This is an optimization exercise on Yosys and OpenROAD, whose aim is small area, not a production implementation.
RTL that was checked went through simulation tests only; none was proved equivalent to the original.
Power and IR drop assume default switching activity.

==> flow/design.v (excerpt) <==
module alu_adder (
    input             clk,
    input             rst,
    input             req_valid,
    output            req_ready,
    input      [7:0]  ctrl,
    input      [31:0] src,
    input      [31:0] dest,
    input             flag_we,
    input      [5:0]  flag_wdata,
    output reg        resp_valid,
    output     [31:0] result,
    output     [5:0]  flags,
    output reg        faulted,
    output     [2:0]  fault_cause
);
Size: ~610 cells after synthesis, ~83 flip-flops, roughly 130 I/O pins, about 0.0056 mm^2 of cells after synthesis.
export LEC_CHECK = 0
export CAP_MARGIN = 20
export CORE_MARGIN = 2
export CORE_UTILIZATION = 40
export GPL_TIMING_DRIVEN = 0
export SLEW_MARGIN = 20
create_clock -name core_clock -period 20.0 [get_ports {clk}]
standard.sh (not shown) runs the stock make flow with config.mk's settings and CLKGATE_MAP_FILE= SYNTH_SCRIPT=/design/flow/synth_recipe.tcl, a recipe that flattens the netlist after the stock synthesis.
==> flow/flow/run.sh <==
#!/bin/bash
# Standard layout, but with the smallest buffer cell on every port.
set -euo pipefail
export BUFFER_PORTS_ARGS="-buffer_cell sky130_fd_sc_hd__buf_1"
bash standard.sh > standard.log 2>&1
The starting point ran to the end with no violations.
Rerun with:
==> flow/flow/run.sh (replaced) <==
#!/bin/bash
# Standard layout, but with the smallest buffer cell on every port and a
# clock tree of small buffers without dummy loads.
set -euo pipefail
export BUFFER_PORTS_ARGS="-buffer_cell sky130_fd_sc_hd__buf_1"
export CTS_ARGS="-sink_clustering_enable -repair_clock_nets -dont_use_dummy_load -buf_list sky130_fd_sc_hd__clkbuf_4 -root_buf sky130_fd_sc_hd__clkbuf_8"
bash standard.sh > standard.log 2>&1
=> The changed run finished with timing, DRC and antenna clean; combinational power is about the same; clock skew climbs by 14 ps; power goes down by 11%; synthesized area does not change; register-to-register slack stays flat; cell count came out lower by 0.32%; core utilization drops by 1.0 points.
Rerun with:
==> flow/flow/run.sh (replaced) <==
#!/bin/bash
# Standard layout, but with the smallest buffer cell on every port.
set -euo pipefail
export BUFFER_PORTS_ARGS="-buffer_cell sky130_fd_sc_hd__buf_1"
bash standard.sh > standard.log 2>&1
- GPL_TIMING_DRIVEN: 0 -> not set
Sequential share of layout area shrinks by 0.47 points.
First-iteration DRC count grows by 5.5%.
Total power grows by 15%.
Die area is unchanged.
Combinational power shrinks by about 6%.
Hold slack gets worse by 4.2 ps.
Via count shrinks by 1.5%.
Clock skew shrinks by 18 ps.
Cell count grows by 0.64%.
Core utilization grows by 0.95 points.
Function was not checked in any run of this note: the RTL went through the layout flow alone.

Setup of oak:
The RTL this note starts from:
==> flow/design.v <==
module alu_adder (
    input             clk,
    input             rst,
    input             req_valid,
    output            req_ready,
    input      [7:0]  ctrl,
    input      [31:0] src,
    input      [31:0] dest,
    input             flag_we,
    input      [5:0]  flag_wdata,
    output reg        resp_valid,
    output     [31:0] result,
    output     [5:0]  flags,
    output reg        faulted,
    output     [2:0]  fault_cause
);
    localparam K_X = 3'd0, K_R = 3'd1, K_H = 3'd2, K_M = 3'd3;
    localparam K_D = 3'd4, K_G = 3'd5, K_I = 3'd6, K_S = 3'd7;
    reg cf, pf, af, zf, sf, of;
    assign flags = {of, sf, zf, af, pf, cf};
    reg [2:0]  ph;
    assign fault_cause = {ph[1], ~ph[1], ph[0]};
    reg [4:0]  cnt;
    reg        t;           
    reg [31:0] A;
    reg [31:0] Q;
    assign result = A;
    reg  [6:0] ctrl_r;
    wire [4:0] op = ctrl_r[4:0];
    wire [1:0] wc = ctrl_r[6:5];
    wire illegal_op = ctrl[7] | (ctrl[4:0] > 5'd16);
    wire illegal_w  = (ctrl[6:5] == 2'b11);
    wire bad = illegal_op | illegal_w;
    wire op_addsub = (op[4:2] == 3'b000);           
    wire op_sub    = op[1];
    wire op_carry  = op[0];
    wire op_mul    = (op == 5'd4) | (op == 5'd5);
    wire op_div    = (op == 5'd6) | (op == 5'd7);
    wire op_mod    = (op == 5'd8) | (op == 5'd9);
    wire op_dm     = op_div | op_mod;
    wire op_signed = op[0] & (op_mul | op_dm);      
    wire op_logic  = (op == 5'd10) | (op == 5'd11) | (op == 5'd12);
    wire op_shl    = (op == 5'd13) | (op == 5'd16);
    wire op_shr    = (op == 5'd14);
    wire op_sar    = (op == 5'd15);
    wire op_shrx   = op_shr | op_sar;
    wire w8  = (wc == 2'b00);
    wire w16 = (wc == 2'b01);
    wire g1 = wc[1] | wc[0];
    wire g2 = wc[1];
    wire [31:0] mask = {{16{g2}}, {8{g1}}, 8'hFF};
    function msb_w(input [31:0] x, input [1:0] c);
        msb_w = c[1] ? x[31] : c[0] ? x[15] : x[7];
    endfunction
    wire sn = msb_w(src, wc);
    wire dn = msb_w(dest, wc);
    wire pn = sn ^ dn;                            
    wire [4:0] c = src[4:0];
    wire c_zero = (c == 5'd0);
    wire c_big  = w8 ? (c[4] | c[3]) : w16 ? c[4] : 1'b0;    
    wire [4:0] c_at = {(g2 | op_shl) ? c[4] : 1'b1, (w8 & ~op_shl) ? 1'b1 : c[3], c[2:0]};
    wire at_c = (cnt == c_at);
    wire last = (cnt == 5'd0);
    reg [2:0] kind;
    always @(*) begin
        kind = K_X;
        if (op_addsub)
            kind = (ph == 3'd0) ? K_X : K_R;
        else if (op_logic)
            kind = (ph == 3'd2) ? K_G : K_X;
        else if (op_mul)
            case (ph)
                3'd0, 3'd1, 3'd3: kind = K_X;
                3'd2: kind = K_M;
                default: kind = K_H;
            endcase
        else if (op_dm)
            case (ph)
                3'd0, 3'd1, 3'd2, 3'd5: kind = K_X;
                3'd3: kind = K_D;
                3'd4: kind = op_mod ? K_R : K_H;
                default: kind = K_H;
            endcase
        else if (op_shl)
            kind = (ph == 3'd0) ? K_X : K_I;
        else
            kind = (ph == 3'd2) ? K_S : K_X;
    end
    reg ins, x32on, mk;
    reg ys, yd, inv, cin;
    reg qbit;
    wire [32:0] x = {A[31] & x32on, A[30:0], ins};
    wire [31:0] ysm = {{16{ys & g2}}, {8{ys & g1}}, {8{ys}}};
    wire [31:0] ydm = {{16{yd & g2}}, {8{yd & g1}}, {8{yd}}};
    wire [31:0] ivm = {{16{inv & g2}}, {8{inv & g1}}, {8{inv}}};
    wire [31:0] y = ((ysm & src) | (ydm & dest)) ^ ivm;
    wire [33:0] cy;
    wire [33:0] S;
    assign cy[0] = cin;
    genvar i;
    generate
        for (i = 0; i < 32; i = i + 1) begin : g_fa
            assign S[i] = x[i] ^ y[i] ^ cy[i];
            assign cy[i+1] = (x[i] & y[i]) | (x[i] & cy[i]) | (y[i] & cy[i]);
        end
    endgenerate
    assign S[32] = x[32] ^ cy[32];
    assign cy[33] = x[32] & cy[32];
    assign S[33] = cy[33];
    wire s_w   = wc[1] ? S[32] : wc[0] ? S[16] : S[8];       
    wire s_w1  = wc[1] ? S[33] : wc[0] ? S[17] : S[9];       
    wire s_msb = msb_w(S[31:0], wc);                         
    wire q_top = msb_w(Q, wc);                               
    wire q_chk = wc[1] ? Q[30] : wc[0] ? Q[14] : Q[6];       
    wire n_zf = ((S[31:0] & mask) == 32'd0);
    wire n_pf = ~^S[7:0];
    wire n_sf = s_msb;
    wire kill8  = mk & w8;
    wire kill16 = mk & w16;
    reg ready_c;         
    reg fault_c;         
    reg wflags;          
    reg n_cf, n_of;
    reg t_n;
    wire sub_step = ~t;                           
    wire neg = op_signed & (op_mod ? dn : pn);    
    always @(*) begin
        ins = 1'b0; x32on = 1'b1; mk = 1'b1;
        ys = 1'b0; yd = 1'b0; inv = 1'b0; cin = 1'b0;
        qbit = Q[31];
        ready_c = 1'b0; fault_c = 1'b0; wflags = 1'b0;
        n_cf = 1'b0; n_of = 1'b0;
        t_n = t;
        case (kind)
            K_X: begin
                mk = 1'b0;
                qbit = A[31];
                if ((op_mul & (ph == 3'd1)) | (op_dm & (ph == 3'd2))) t_n = 1'b0;
                if (last) begin
                    if (ph == 3'd0) begin
                        if (op_addsub | op_shrx) begin
                            yd = 1'b1;
                        end else if (op_mul) begin
                            ys = 1'b1; inv = op_signed & sn; cin = op_signed & sn;
                        end else if (op_dm | op_logic) begin
                            ys = 1'b1;
                            t_n = n_zf;
                        end
                    end else if (ph == 3'd1) begin
                        if (op_dm) begin
                            yd = 1'b1; inv = op_signed & dn; cin = op_signed & dn;
                        end else if (op_logic) begin
                            yd = 1'b1;
                        end else if (op_shrx) begin
                            inv = op_sar & dn;             
                            if (c_big) begin
                                ready_c = 1'b1; wflags = 1'b1;
                                n_cf = S[0];
                                n_of = op_shr & dn;
                            end
                        end
                    end
                end
                if (op_dm & (ph == 3'd1) & t) begin
                    ready_c = 1'b1; fault_c = 1'b1;    
                end
            end
            K_R: begin
                ins = A[31]; x32on = 1'b0; mk = last;
                if (last) begin
                    ys = op_addsub | t;
                    if (op_addsub) begin
                        inv = op_sub;
                        cin = op_sub ^ (op_carry & cf);
                        ready_c = 1'b1; wflags = 1'b1;
                        n_cf = s_w ^ op_sub;
                        n_of = (dn ~^ (sn ^ op_sub)) & (s_msb ^ dn);
                    end else begin
                        inv = t & op_signed & sn; cin = t & op_signed & sn;
                        t_n = op_signed & ~pn & q_chk;
                    end
                end
            end
            K_H: begin
                ins = Q[31] ^ neg;
                if (last) begin
                    cin = neg;
                    ready_c = 1'b1;
                    if (op_mul) begin
                        wflags = 1'b1;
                        n_cf = t | (op_signed & ~((n_sf == pn) | n_zf));
                        n_of = n_cf;
                    end else if (op_div) begin
                        fault_c = op_signed & ~pn & n_sf;
                    end else begin
                        fault_c = t;
                    end
                end
            end
            K_M: begin
                yd = Q[31];
                inv = Q[31] & op_signed & dn; cin = Q[31] & op_signed & dn;
                t_n = t | s_w | s_w1;
            end
            K_D: begin
                ins = Q[31];
                ys = 1'b1;
                inv = sub_step ^ (op_signed & sn); cin = sub_step ^ (op_signed & sn);
                t_n = s_w ^ sub_step;
                qbit = ~(s_w ^ sub_step);
            end
            K_G: begin
                mk = 1'b0;
                ins = (op == 5'd10) ? (A[31] & Q[31]) :
                      (op == 5'd11) ? (A[31] | Q[31]) : (A[31] ^ Q[31]);
                if (last) begin
                    ready_c = 1'b1; wflags = 1'b1;
                end
            end
            K_I: begin
                yd = at_c;
                if (last) begin
                    ready_c = 1'b1; wflags = ~c_zero;
                    n_cf = s_w;
                    n_of = s_w ^ s_msb;
                end
            end
            default: begin   
                ins = q_top;
                if (at_c) begin
                    ready_c = 1'b1; wflags = ~c_zero;
                    n_cf = q_chk;                  
                    n_of = op_shr & dn;
                end
            end
        endcase
        if (bad) begin
            ready_c = 1'b1; fault_c = 1'b1;
        end
    end
    wire active = req_valid & ~faulted;
    assign req_ready = ~faulted & ready_c;
    wire accept = active & ready_c;
    wire [31:0] a_keep = {14'h3FFF, ~kill16, ~kill16, 6'h3F, ~kill8, ~kill8, 8'hFF};
    always @(posedge clk) begin
        A <= S[31:0] & a_keep;
        ctrl_r <= ctrl[6:0];
        Q <= {Q[30:0], qbit};
        t <= t_n;
    end
    wire fc_lo = bad ? ~illegal_op : (kind == K_H);
    always @(posedge clk) begin
        if (rst) begin
            ph <= 3'd0;
            cnt <= 5'd31;
            resp_valid <= 1'b0;
            faulted <= 1'b0;
            {of, sf, zf, af, pf, cf} <= 6'd0;
        end else begin
            resp_valid <= accept & ~fault_c;
            if (faulted) begin
            end else if (~active | accept) begin
                ph <= (accept & fault_c) ? {1'b0, bad, fc_lo} : 3'd0;
                cnt <= 5'd31;
            end else begin
                cnt <= cnt - 5'd1;
                if (last) ph <= ph + 3'd1;
            end
            if (accept & fault_c) faulted <= 1'b1;
            if (accept & ~fault_c & wflags) begin
                cf <= n_cf;
                pf <= n_pf;
                zf <= n_zf;
                sf <= n_sf;
                of <= n_of;
            end
            if (flag_we) {of, sf, zf, af, pf, cf} <= flag_wdata;
        end
    end
endmodule
Settings: LEC_CHECK=0, ABC_AREA=1, CAP_MARGIN=20, CORE_MARGIN=2, CORE_UTILIZATION=70, SLEW_MARGIN=20; clock period 20.0 ns.
==> flow/flow/run.sh <==
#!/bin/bash
# The standard layout (standard.sh), with three changes:
# - every port gets the smallest buffer cell (sky130_fd_sc_hd__buf_1);
# - the clock tree uses clkbuf_8/clkbuf_4 buffers and no dummy loads;
# - ABC maps the logic for area only (flow/area.abc instead of the
#   standard abc_area.script); the rest of the synthesis is the standard flow's own.
# Each tool's output goes to standard.log and to ORFS's logs under orfs/.
set -euo pipefail
W=$PWD
export BUFFER_PORTS_ARGS="-buffer_cell sky130_fd_sc_hd__buf_1"
export CTS_ARGS="-sink_clustering_enable -repair_clock_nets -dont_use_dummy_load -buf_list sky130_fd_sc_hd__clkbuf_4 -root_buf sky130_fd_sc_hd__clkbuf_8"
cat > "$W/flow_synth.tcl" <<EOF
proc abc {args} {
  set i [lsearch -exact \$args -script]
  if { \$i >= 0 } { lset args [expr { \$i + 1 }] $W/flow/area.abc }
  yosys abc {*}\$args
}
source $W/synth_recipe.tcl
EOF
sed "s#SYNTH_SCRIPT=[^ ]*#SYNTH_SCRIPT=$W/flow_synth.tcl#" standard.sh > standard_area.sh
bash standard_area.sh > standard.log 2>&1
==> flow/flow/area.abc <==
strash
&get -n
&dch
&nf -p -R 1000 -F 8 -C 32
&put
topo
stime -c
dnsize -c
oak reached the end of the flow, and the finished layout is clean on the timing, DRC and antenna checks.
What pine does differently from oak at the input level:
--- a/flow/config.mk
+++ b/flow/config.mk
@@ -11 +11 @@
-export CORE_UTILIZATION = 70
+export CORE_UTILIZATION = 40
### Flow results
pine finished all stages; the layout is clean.
oak: PASS, flow complete, no timing, DRC or antenna violations
pine vs oak: core footprint up by more than half
Sort pine and oak by post-layout utilization of the core, descending, and oak comes first.
Per the comparison of pine with oak, sequential share of layout area -0.40 points, I/O pin count ~0 delta, worst slew margin relative to its limit +9.1 points, global-route usage -19 points.
> inputs changed (pine -> birch)
==> flow/flow/area.abc <==
strash
dch
map -a
topo
stime -c
dnsize -c
==> notes.md <==
- Going from pine to birch, gate count of the mapped netlist grew by more than 10%.
- Summary — least setup slack across all paths after layout, birch relative to pine: lower, by 6.3 ps.
- Taking pine as the reference, in birch smallest hold slack went down by 8.5 ps, synthesized area went up by about 5%, post-route standard cell area excluding fillers went up by 240 µm², worst-case reg-to-reg path depth went up by 4.
- The met1 track utilization from global routing reported for birch is greater than that of pine by 1.9 points.

==> what the ideal ports hide <==
The results above use ideal ports. As a check the final layouts listed here were re-extracted and re-timed, cells and wires unchanged.
Step 1: set_driving_cell puts a clkbuf_16 on clk and a buf_2 on each other input, an assumption about the parent block.
Step 2, shift: input delay + t, output delay - t, t = (earliest + latest rising clock arrival at the registers) / 2. This alone moves slack from input paths to output paths.
Slacks: no drivers / after step 1 / after step 2; pairs: no drivers / after step 1.
| run | shift t [ns] | setup WS [ns] | hold slack, ns |
|---|---|---|---|
| the first run of note 1 | 0.390 | 0.613 / 0.634 / 0.244 | 0.324 / 0.324 / 0.324 |
| the second run of note 1 | 0.388 | 0.646 / 0.655 / 0.267 | 0.331 / 0.331 / 0.331 |
| the third run of note 1 | 0.382 | 0.683 / 0.701 / 0.319 | 0.327 / 0.327 / 0.327 |
| oak | 0.390 | 0.595 / 0.599 / 0.209 | 0.314 / 0.314 / 0.314 |
| pine | 0.404 | 0.830 / 0.838 / 0.434 | 0.315 / 0.315 / 0.315 |
| birch | 0.403 | 0.824 / 0.837 / 0.434 | 0.307 / 0.307 / 0.307 |
After both steps every run listed still meets setup and hold. For pine, which loses most, drivers alone change the setup slack by +0.008 ns; drivers and shift together by -0.396 ns.
